From an optimization exercise on the open Yosys and OpenROAD flow, aimed at small area, a short achievable clock period and few clock cycles; shortcuts taken in it are not production practice. Function was checked by simulation only, so behaviour that the tests miss may differ from the original. Power is estimated from default activity; no workload was simulated.

==> flow/design.v <==
module box_blur_engine (
    input  wire        clk,
    input  wire        rst,
    input  wire        reg_wr,
    input  wire [2:0]  reg_addr,
    input  wire [31:0] reg_wdata,
    output reg  [31:0] reg_rdata,
    output reg         mem_req,
    output reg         mem_we,
    output reg  [15:0] mem_addr,
    output reg  [7:0]  mem_wdata,
    input  wire        mem_ack,
    input  wire [7:0]  mem_rdata,
    output reg         snap_req,
    output reg         snap_we,
    output reg  [13:0] snap_addr,
    output reg  [7:0]  snap_wdata,
    input  wire        snap_ack,
    input  wire [7:0]  snap_rdata
);
    localparam [32:0] MEM_BYTES  = 33'd65536;
    localparam [32:0] SNAP_BYTES = 33'd16384;
    localparam [3:0] ERR_NONE   = 4'd0,
                     ERR_CMD    = 4'd1,
                     ERR_DIM    = 4'd2,
                     ERR_RADIUS = 4'd3,
                     ERR_FACTOR = 4'd4,
                     ERR_LEN    = 4'd5,
                     ERR_BUF    = 4'd6,
                     ERR_SNAP   = 4'd7;
    localparam [3:0] S_IDLE  = 4'd0,
                     S_VAL   = 4'd1,
                     S_PRD   = 4'd2,    
                     S_PWR   = 4'd3,    
                     S_GRD   = 4'd4,    
                     S_GWR   = 4'd5,    
                     S_SRD   = 4'd6,    
                     S_SWR   = 4'd7,    
                     S_WIN   = 4'd8,    
                     S_ACC   = 4'd9,    
                     S_DIV   = 4'd10,   
                     S_BWR   = 4'd11;   
    reg [31:0] buf_base, buf_len, width, height, param;
    reg [31:0] cmdw;
    reg        busy, done, ovr;
    reg [3:0]  err;
    reg [3:0]  state;
    wire is_blur     = (cmdw == 32'd1);
    wire is_bright   = (cmdw == 32'd2);
    wire is_contrast = (cmdw == 32'd3);
    wire is_gray     = (cmdw == 32'd4);
    always @* begin
        case (reg_addr)
            3'd1:    reg_rdata = {24'd0, err, 1'b0, ovr, done, busy};
            3'd2:    reg_rdata = buf_base;
            3'd3:    reg_rdata = buf_len;
            3'd4:    reg_rdata = width;
            3'd5:    reg_rdata = height;
            3'd6:    reg_rdata = param;
            default: reg_rdata = 32'd0;
        endcase
    end
    wire [61:0] wh_prod  = width[30:0] * height[30:0];
    wire        len_ok   = (wh_prod[61:30] == 32'd0) && ({wh_prod[29:0], 2'b00} == buf_len);
    wire [32:0] buf_end  = {1'b0, buf_base} + {1'b0, buf_len};
    reg [3:0] val_err;
    always @* begin
        if (!(is_blur || is_bright || is_contrast || is_gray))
            val_err = ERR_CMD;
        else if (width[31] || height[31])
            val_err = ERR_DIM;
        else if (is_blur && (width == 32'd0 || height == 32'd0))
            val_err = ERR_DIM;
        else if (is_blur && param[31])
            val_err = ERR_RADIUS;
        else if ((is_bright || is_contrast) && param[30:23] == 8'hff)
            val_err = ERR_FACTOR;
        else if (!len_ok)
            val_err = ERR_LEN;
        else if (buf_end > MEM_BYTES)
            val_err = ERR_BUF;
        else if (is_blur && {1'b0, buf_len} > SNAP_BYTES)
            val_err = ERR_SNAP;
        else
            val_err = ERR_NONE;
    end
    wire        f_sign = param[31];
    wire [7:0]  f_exp  = param[30:23];
    wire [23:0] f_man  = (f_exp == 8'd0) ? {1'b0, param[22:0]} : {1'b1, param[22:0]};
    wire signed [9:0] f_k = (f_exp == 8'd0) ? -10'sd149 : ($signed({2'b00, f_exp}) - 10'sd150);
    reg  [7:0]  chan;           
    wire [31:0] b_prod = chan * f_man;
    reg  [7:0]  bright_out;
    reg  [39:0] b_shl;
    reg  [31:0] b_shr;
    always @* begin
        b_shl = 40'd0;
        b_shr = 32'd0;
        if (f_sign || b_prod == 32'd0) begin
            bright_out = 8'd0;
        end else if (f_k >= 0) begin
            if (f_k >= 10'sd8) begin
                bright_out = 8'd255;
            end else begin
                b_shl = {8'd0, b_prod} << f_k[2:0];
                bright_out = (b_shl > 40'd255) ? 8'd255 : b_shl[7:0];
            end
        end else begin
            if (-f_k >= 10'sd32) begin
                bright_out = 8'd0;
            end else begin
                b_shr = b_prod >> (-f_k);
                bright_out = (b_shr > 32'd255) ? 8'd255 : b_shr[7:0];
            end
        end
    end
    wire signed [8:0]  c_d    = $signed({1'b0, chan}) - 9'sd128;
    wire signed [33:0] c_mag  = $signed({1'b0, f_man}) * c_d;
    wire signed [33:0] c_t    = f_sign ? -c_mag : c_mag;
    reg  signed [41:0] c_g;
    reg  signed [42:0] c_q;
    reg  [7:0]         contrast_out;
    always @* begin
        c_g = 42'sd0;
        if (c_t == 34'sd0) begin
            c_g = 42'sd0;
        end else if (f_k >= 0) begin
            if (f_k >= 10'sd8)
                c_g = c_t[33] ? -42'sd1024 : 42'sd1024;    
            else
                c_g = $signed({{8{c_t[33]}}, c_t}) <<< f_k[2:0];
        end else begin
            if (-f_k >= 10'sd34)
                c_g = c_t[33] ? -42'sd1 : 42'sd0;
            else
                c_g = $signed({{8{c_t[33]}}, c_t}) >>> (-f_k);
        end
        c_q = $signed({c_g[41], c_g}) + 43'sd128;
        if (c_q < 0)
            contrast_out = 8'd0;
        else if (c_q > 43'sd255)
            contrast_out = 8'd255;
        else
            contrast_out = c_q[7:0];
    end
    reg  [7:0]  g_r, g_g, g_b;
    wire [17:0] g_num  = 18'd299 * g_r + 18'd587 * g_g + 18'd114 * g_b;
    wire [17:0] g_quot = g_num / 18'd1000;
    reg  [7:0]  gray_val;
    reg  [16:0] off;            
    reg  [1:0]  ch;             
    reg  [12:0] bw, bh, rad;
    reg  [12:0] bx, by;         
    reg  [12:0] x0, x1, y0, y1;
    reg  [12:0] u, v;           
    reg  [12:0] cnt;
    reg  [19:0] sum;
    reg  [19:0] dq;             
    reg  [13:0] drem;           
    reg  [4:0]  dcount;
    wire signed [14:0] wx0 = $signed({2'b00, bx}) - $signed({2'b00, rad});
    wire signed [14:0] wy0 = $signed({2'b00, by}) - $signed({2'b00, rad});
    wire        [13:0] wx1 = {1'b0, bx} + {1'b0, rad};
    wire        [13:0] wy1 = {1'b0, by} + {1'b0, rad};
    wire        [12:0] cx0 = (wx0 < 0) ? 13'd0 : wx0[12:0];
    wire        [12:0] cy0 = (wy0 < 0) ? 13'd0 : wy0[12:0];
    wire        [12:0] cx1 = (wx1 > {1'b0, bw} - 14'd1) ? bw - 13'd1 : wx1[12:0];
    wire        [12:0] cy1 = (wy1 > {1'b0, bh} - 14'd1) ? bh - 13'd1 : wy1[12:0];
    wire        [25:0] win_cnt = (cx1 - cx0 + 13'd1) * (cy1 - cy0 + 13'd1);
    wire [25:0] samp_pix = v * bw + u;
    wire [25:0] out_pix  = by * bw + bx;
    wire [14:0] div_trial = {drem, dq[19]} - {2'b00, cnt};
    wire [31:0] rad_full = param;
    task finish(input [3:0] code);
        begin
            busy     <= 1'b0;
            done     <= 1'b1;
            err      <= code;
            state    <= S_IDLE;
            mem_req  <= 1'b0;
            snap_req <= 1'b0;
        end
    endtask
    always @(posedge clk) begin
        if (rst) begin
            buf_base   <= 32'd0;
            buf_len    <= 32'd0;
            width      <= 32'd0;
            height     <= 32'd0;
            param      <= 32'd0;
            cmdw       <= 32'd0;
            busy       <= 1'b0;
            done       <= 1'b0;
            ovr        <= 1'b0;
            err        <= 4'd0;
            state      <= S_IDLE;
            mem_req    <= 1'b0;
            mem_we     <= 1'b0;
            mem_addr   <= 16'd0;
            mem_wdata  <= 8'd0;
            snap_req   <= 1'b0;
            snap_we    <= 1'b0;
            snap_addr  <= 14'd0;
            snap_wdata <= 8'd0;
        end else begin
            if (reg_wr) begin
                if (reg_addr == 3'd1) begin
                    if (reg_wdata[2])
                        ovr <= 1'b0;
                end else if (busy) begin
                    ovr <= 1'b1;
                end else begin
                    case (reg_addr)
                        3'd0: begin
                            cmdw  <= reg_wdata;
                            busy  <= 1'b1;
                            done  <= 1'b0;
                            err   <= 4'd0;
                            state <= S_VAL;
                        end
                        3'd2: buf_base <= reg_wdata;
                        3'd3: buf_len  <= reg_wdata;
                        3'd4: width    <= reg_wdata;
                        3'd5: height   <= reg_wdata;
                        3'd6: param    <= reg_wdata;
                        default: ;
                    endcase
                end
            end
            case (state)
                S_IDLE: ;
                S_VAL: begin
                    off <= 17'd0;
                    ch  <= 2'd0;
                    if (val_err != ERR_NONE) begin
                        finish(val_err);
                    end else if (buf_len == 32'd0) begin
                        finish(ERR_NONE);
                    end else if (is_gray) begin
                        state    <= S_GRD;
                        mem_req  <= 1'b1;
                        mem_we   <= 1'b0;
                        mem_addr <= buf_base[15:0];
                    end else if (is_blur) begin
                        bw  <= width[12:0];
                        bh  <= height[12:0];
                        rad <= (rad_full > 32'd4096) ? 13'd4096 : rad_full[12:0];
                        state    <= S_SRD;
                        mem_req  <= 1'b1;
                        mem_we   <= 1'b0;
                        mem_addr <= buf_base[15:0];
                    end else begin
                        state    <= S_PRD;
                        mem_req  <= 1'b1;
                        mem_we   <= 1'b0;
                        mem_addr <= buf_base[15:0];
                    end
                end
                S_PRD: begin
                    if (mem_ack) begin
                        chan <= mem_rdata;
                        mem_req <= 1'b0;
                        state   <= S_PWR;
                    end
                end
                S_PWR: begin
                    if (!mem_req) begin
                        mem_req   <= 1'b1;
                        mem_we    <= 1'b1;
                        mem_wdata <= is_bright ? bright_out : contrast_out;
                    end else if (mem_ack) begin
                        mem_we <= 1'b0;
                        if (off[1:0] == 2'd2) begin
                            if (off + 17'd2 >= buf_len[16:0]) begin
                                finish(ERR_NONE);
                            end else begin
                                off      <= off + 17'd2;
                                mem_addr <= buf_base[15:0] + off[15:0] + 16'd2;
                                state    <= S_PRD;
                            end
                        end else begin
                            off      <= off + 17'd1;
                            mem_addr <= buf_base[15:0] + off[15:0] + 16'd1;
                            state    <= S_PRD;
                        end
                    end
                end
                S_GRD: begin
                    if (mem_ack) begin
                        case (ch)
                            2'd0: g_r <= mem_rdata;
                            2'd1: g_g <= mem_rdata;
                            default: g_b <= mem_rdata;
                        endcase
                        if (ch == 2'd2) begin
                            mem_req <= 1'b0;
                            ch      <= 2'd0;
                            state   <= S_GWR;
                        end else begin
                            ch       <= ch + 2'd1;
                            mem_addr <= mem_addr + 16'd1;
                        end
                    end
                end
                S_GWR: begin
                    if (!mem_req) begin
                        gray_val  <= g_quot[7:0];
                        mem_req   <= 1'b1;
                        mem_we    <= 1'b1;
                        mem_addr  <= buf_base[15:0] + off[15:0];
                        mem_wdata <= g_quot[7:0];
                    end else if (mem_ack) begin
                        if (ch == 2'd2) begin
                            mem_we <= 1'b0;
                            ch     <= 2'd0;
                            if (off + 17'd4 >= buf_len[16:0]) begin
                                finish(ERR_NONE);
                            end else begin
                                off      <= off + 17'd4;
                                mem_addr <= buf_base[15:0] + off[15:0] + 16'd4;
                                state    <= S_GRD;
                            end
                        end else begin
                            ch        <= ch + 2'd1;
                            mem_addr  <= mem_addr + 16'd1;
                            mem_wdata <= gray_val;
                        end
                    end
                end
                S_SRD: begin
                    if (mem_ack) begin
                        mem_req    <= 1'b0;
                        snap_req   <= 1'b1;
                        snap_we    <= 1'b1;
                        snap_addr  <= off[13:0];
                        snap_wdata <= mem_rdata;
                        state      <= S_SWR;
                    end
                end
                S_SWR: begin
                    if (snap_ack) begin
                        snap_req <= 1'b0;
                        snap_we  <= 1'b0;
                        if (off + 17'd1 >= buf_len[16:0]) begin
                            bx    <= 13'd0;
                            by    <= 13'd0;
                            state <= S_WIN;
                        end else begin
                            off      <= off + 17'd1;
                            mem_req  <= 1'b1;
                            mem_addr <= buf_base[15:0] + off[15:0] + 16'd1;
                            state    <= S_SRD;
                        end
                    end
                end
                S_WIN: begin
                    x0    <= cx0;
                    x1    <= cx1;
                    y0    <= cy0;
                    y1    <= cy1;
                    cnt   <= win_cnt[12:0];
                    u     <= cx0;
                    v     <= cy0;
                    ch    <= 2'd0;
                    sum   <= 20'd0;
                    state <= S_ACC;
                end
                S_ACC: begin
                    if (!snap_req) begin
                        snap_req  <= 1'b1;
                        snap_we   <= 1'b0;
                        snap_addr <= {samp_pix[11:0], ch};
                    end else if (snap_ack) begin
                        snap_req <= 1'b0;
                        sum      <= sum + {12'd0, snap_rdata};
                        if (u == x1) begin
                            u <= x0;
                            if (v == y1) begin
                                v      <= y0;
                                dq     <= sum + {12'd0, snap_rdata};
                                drem   <= 14'd0;
                                dcount <= 5'd0;
                                state  <= S_DIV;
                            end else begin
                                v <= v + 13'd1;
                            end
                        end else begin
                            u <= u + 13'd1;
                        end
                    end
                end
                S_DIV: begin
                    if (!div_trial[14]) begin
                        drem <= div_trial[13:0];
                        dq   <= {dq[18:0], 1'b1};
                    end else begin
                        drem <= {drem[12:0], dq[19]};
                        dq   <= {dq[18:0], 1'b0};
                    end
                    dcount <= dcount + 5'd1;
                    if (dcount == 5'd19)
                        state <= S_BWR;
                end
                S_BWR: begin
                    if (!mem_req) begin
                        mem_req   <= 1'b1;
                        mem_we    <= 1'b1;
                        mem_addr  <= buf_base[15:0] + {out_pix[13:0], ch};
                        mem_wdata <= dq[7:0];
                    end else if (mem_ack) begin
                        mem_req <= 1'b0;
                        mem_we  <= 1'b0;
                        sum     <= 20'd0;
                        if (ch == 2'd2) begin
                            if (bx == bw - 13'd1) begin
                                bx <= 13'd0;
                                if (by == bh - 13'd1)
                                    finish(ERR_NONE);
                                else begin
                                    by    <= by + 13'd1;
                                    state <= S_WIN;
                                end
                            end else begin
                                bx    <= bx + 13'd1;
                                state <= S_WIN;
                            end
                        end else begin
                            ch    <= ch + 2'd1;
                            state <= S_ACC;
                        end
                    end
                end
                default: state <= S_IDLE;
            endcase
        end
    end
endmodule
==> flow/run.sh <==
#!/bin/bash
# synth_recipe.tcl (not shown) runs the flow's synth.tcl, then flattens the netlist and writes it again
# the make line also repeats each setting of config.mk as NAME=value (left out here)
make -C /OpenROAD-flow-scripts/flow DESIGN_CONFIG=/design/flow/config.mk WORK_HOME=/design/flow/orfs CLKGATE_MAP_FILE= SYNTH_SCRIPT=/design/flow/synth_recipe.tcl finish
==> flow/config.mk <==
export PLATFORM = sky130hd
export DESIGN_NAME = box_blur_engine
export DESIGN_NICKNAME = box_blur_engine
export VERILOG_FILES = /design/flow/design.v
export SDC_FILE = /design/flow/constraint.sdc
export NUM_CORES = 4
export LEC_CHECK = 0
export CAP_MARGIN = 20
export CORE_MARGIN = 2
export CORE_UTILIZATION = 40
export SLEW_MARGIN = 20
==> flow/constraint.sdc <==
create_clock -name core_clock -period 13.0 [get_ports {clk}]
set_input_delay 2.6000 -clock core_clock [delete_from_list [all_inputs] [get_ports {clk}]]
set_output_delay 2.6000 -clock core_clock [all_outputs]
set_load 0.01 [all_outputs]
==> impl_results.md <==
- EDFF count, synth: around 270
- Tot GR Track Use: a little over a quarter
- First-pass detailed-route iteration total: 7
- Top-count cell post-synth: inv_1
- Post-route clock period utilization: 97.55%
- Antenna violations before repair: 14
- Peak supply drop: 0.08980 mV
- Fillers: around 26000
- Inserted Clock Buffers: 72
- Vias/cell: ~5.6
- Most frequent cells after synthesis: inv_1, nand2_1, fa_1
- Final setup TNS: 0 ps
- Clock Sinks: around 530
- Ports: around 140
- Post-DR wirelength/cell: about 22 microns
- Crit end category: flop
- Routed Antenna Nets: 0
- CP peak stage delay: about 960 ps
- Top cell type's share of synthesized area: a little over a quarter
- Share of layout cells above drive strength 1: under 10%
- MaxCap Viol Count: 0
- Final Core Density: between 40% and 50%
- Buffers on Ports: around 140
- Layout Skew: ~32 ps
- Post-synth top area cell: fa_1
- Aggregate global routing overflow: 0
- Post-synthesis cell area: 0.1042 sq mm
- WP data required: ~13000 ps
- Hold path startpoint: snap_wdata[0]$_SDFFE_PP0P_
- Slowest CP cell: dfxtp_1
- Worst Tran Pin Value: 1348 ps
- Initial Util: roughly two fifths
- Main flop type after synthesis: edfxtp_1
- Final Hold Vio Count: 0
- Hold Worst Slack: between 400 and 500 ps
- Rows: 187
- Mean area per synthesized cell: just over 8 sq um
- X dimension of the die: ~500 microns
- Most used cell along the critical path: fa_1
- Slew margin rel.: 10.13%
- Crit path max fanout: 39
- Total Wirelength: 351.1 mm
- DIE AREA: approximately 0.26 sq mm
- Core Region: approximately 0.26 sq mm
- Crit Reg-Reg Startpoint: width[16]$_SDFFE_PP0P_
- H-tree levels: 3
- Leak pwr: 49.93 nW
- Status: complete, no violations
- Worst setup SP type: flop
- Clk buf depth: 3
- Area delta synth->final: 7.957%
- HP Class: flop to flop
- Critical Path AT: between 10000 and 15000 ps
- CTS clk-pin slew, worst paths: about 60 ps
- RePlAce Congestion: roughly 0.99
- Final number of setup-violating endpoints: 0
- Seq cells post-synth: ~530
- Post-synthesis sequential area ratio: 12.75%
- DR iter-0 viols: roughly 8000
- Async set-reset flop share out of synthesis: 0%
- Via count: about 90000
- # DRC: 0
- First-pass GRT wire length: about 540 mm
- DP HPWL: approximately 280 mm
- Vias in the first global route: ~90000
- Fin. max-slew vios: 0
- Pwr dens: 46.40 mW/mm^2
- Synth top area cells: fa_1, ha_1, edfxtp_1
- Crit path from: width[16]$_SDFFE_PP0P_
- Clock insertion delay at the later pin of the skew report: ~700 ps
- Largest net degree at the start of global routing: 79
- Net Count, Synth: between 10000 and 15000
- Die Y-Extent: 514.4 microns
- Root Driver: clkbuf_16
- CTS tree: built
- Synth warn: 1
- Netlist cell types: between 100 and 150
- Fin nets: between 10000 and 15000
- Final Critical Period: 12680 ps
- Synth Instances: 12590
- Fmax: approximately 80 MHz
- Critical path type: flop to flop
[area by class of cell]
cell class,instances,area (sq um),area share (%)
clock buffers,95,1979,1.759
diodes,4,10.01,0.008897
multi-input cells,9529,81770,72.68
clock inverters,36,377.9,0.3359
flip-flops and latches,527,13310,11.83
well taps,3402,4257,3.783
repair buffers,464,3880,3.449
inverters,1847,6933,6.162
[registers in the layout, summed over array words and instances (netlist names), 14 cells and up]
name       flops
off           17
buf_len       32
height        32
sum           20
buf_base      32
snap_addr     14
cmdw          32
dq            20
param         32
mem_addr      16
width         32
drem          14
[metrics by stage]
step	worst slack, ps	instance area [sq um]	power, mW	cells
after floorplan	220.4	104200	2.678	12590
after global placement	513.7	109900	3.157	15754
after detailed placement	387.7	109900	3.153	15754
after CTS	336.4	112200	5.218	15885
after global routing	-18.85	112500	5.402	15901
final	317.9	112500	5.220	15904
[final timing paths]
kind                           endpoint  slack (ps)  cells after the start
max                     bh[8]$_DFFE_PP_         320                     33
min          snap_wdata[0]$_SDFFE_PP0P_         450                      2
max reg2reg             bh[8]$_DFFE_PP_         320                     33
min reg2reg  snap_wdata[0]$_SDFFE_PP0P_         450                      2
[layer usage]
layer	track usage, %	up-vias	part of all wire [%]
met4	8.458	8	3.6
met1	36.39	44638	43
met2	41.83	3468	45
li1	-	41018	-
met3	4.204	549	7.7
met5	0	-	0.014
[kinds of logic (layout without fill, tap and decap cells)]
family,Yosys count,after routing,synth area share [%]
and+or+nand+nor,4192,4192,19.53
buffers and inverters,2534,2442,9.187
AOI/OAI and AO/OA,2259,2259,14.36
adders and majority gates,2241,2241,36.78
xor gates and xnor gates,655,655,5.525
DFF,527,527,12.75
muxes,182,182,1.873
other,0,4,0
[worst max-delay path, delay by kind of cell (launching register included)]
| family | cells | cell delay (ps) |
|---|---|---|
| and+or+nand+nor | 17 | 5100 |
| adders and majority gates | 9 | 4400 |
| AOI/OAI and AO/OA | 3 | 1060 |
| DFF | 1 | 960 |
| buffers and inverters | 4 | 710 |
[cells in the final DEF (no fill, tap or decap), drive strengths merged, types with 162 or more instances in the layout]
cell type  netlist  routed
o21ai          431     431
fa            1371    1371
edfxtp         274     274
xnor2          416     416
inv           1845    1854
ha             868     868
nand3          162     162
nor2           659     659
nand2         1692    1692
xor2           238     238
dfxtp          253     253
buf             74     329
a21o           181     181
a21oi          682     682
and2           845     845
[timing repair]
item / 4_1_cts / 5_1_grt
endpoints found under the setup margin: 0 / 45
resized for setup: 0 / 29
buffers inserted: 0 / 14
hold buffers: 0 / 0
[report_power, final]
part | switching (mW) | internal, mW | total (mW) | leakage [nW]
combinational | 0.914 | 0.457 | 1.37 | 44.3
clock | 0.890 | 1.17 | 2.06 | 1.15
sequential | 0.0413 | 1.75 | 1.79 | 4.50
Testbench counts, summed over its fixed seeds: cycles 910,265.

## what the ideal ports hide
The results above use ideal ports. As a check the final layout listed here was re-extracted and re-timed, cells and wires unchanged.
Step 1: set_driving_cell puts a clkbuf_16 on clk and a buf_2 on each other input, an assumption about the parent block.
Step 2 moves the port delays by t, midway between the first and last clock arrival at a register: inputs arrive t later, outputs are due t later. That takes back most of the time a late clock gives input paths.
Slacks: no drivers / after step 1 / after step 2; pairs: no drivers / after step 1.
shift t [ns]: 0.778
slack for setup (ns): 0.318 / 0.318 / 0.318
cell pins on the clock port's net: 1
After both steps setup and hold are still met in this run. For this run, drivers alone change the setup slack by 0.000 ns; drivers and shift together by 0.000 ns.
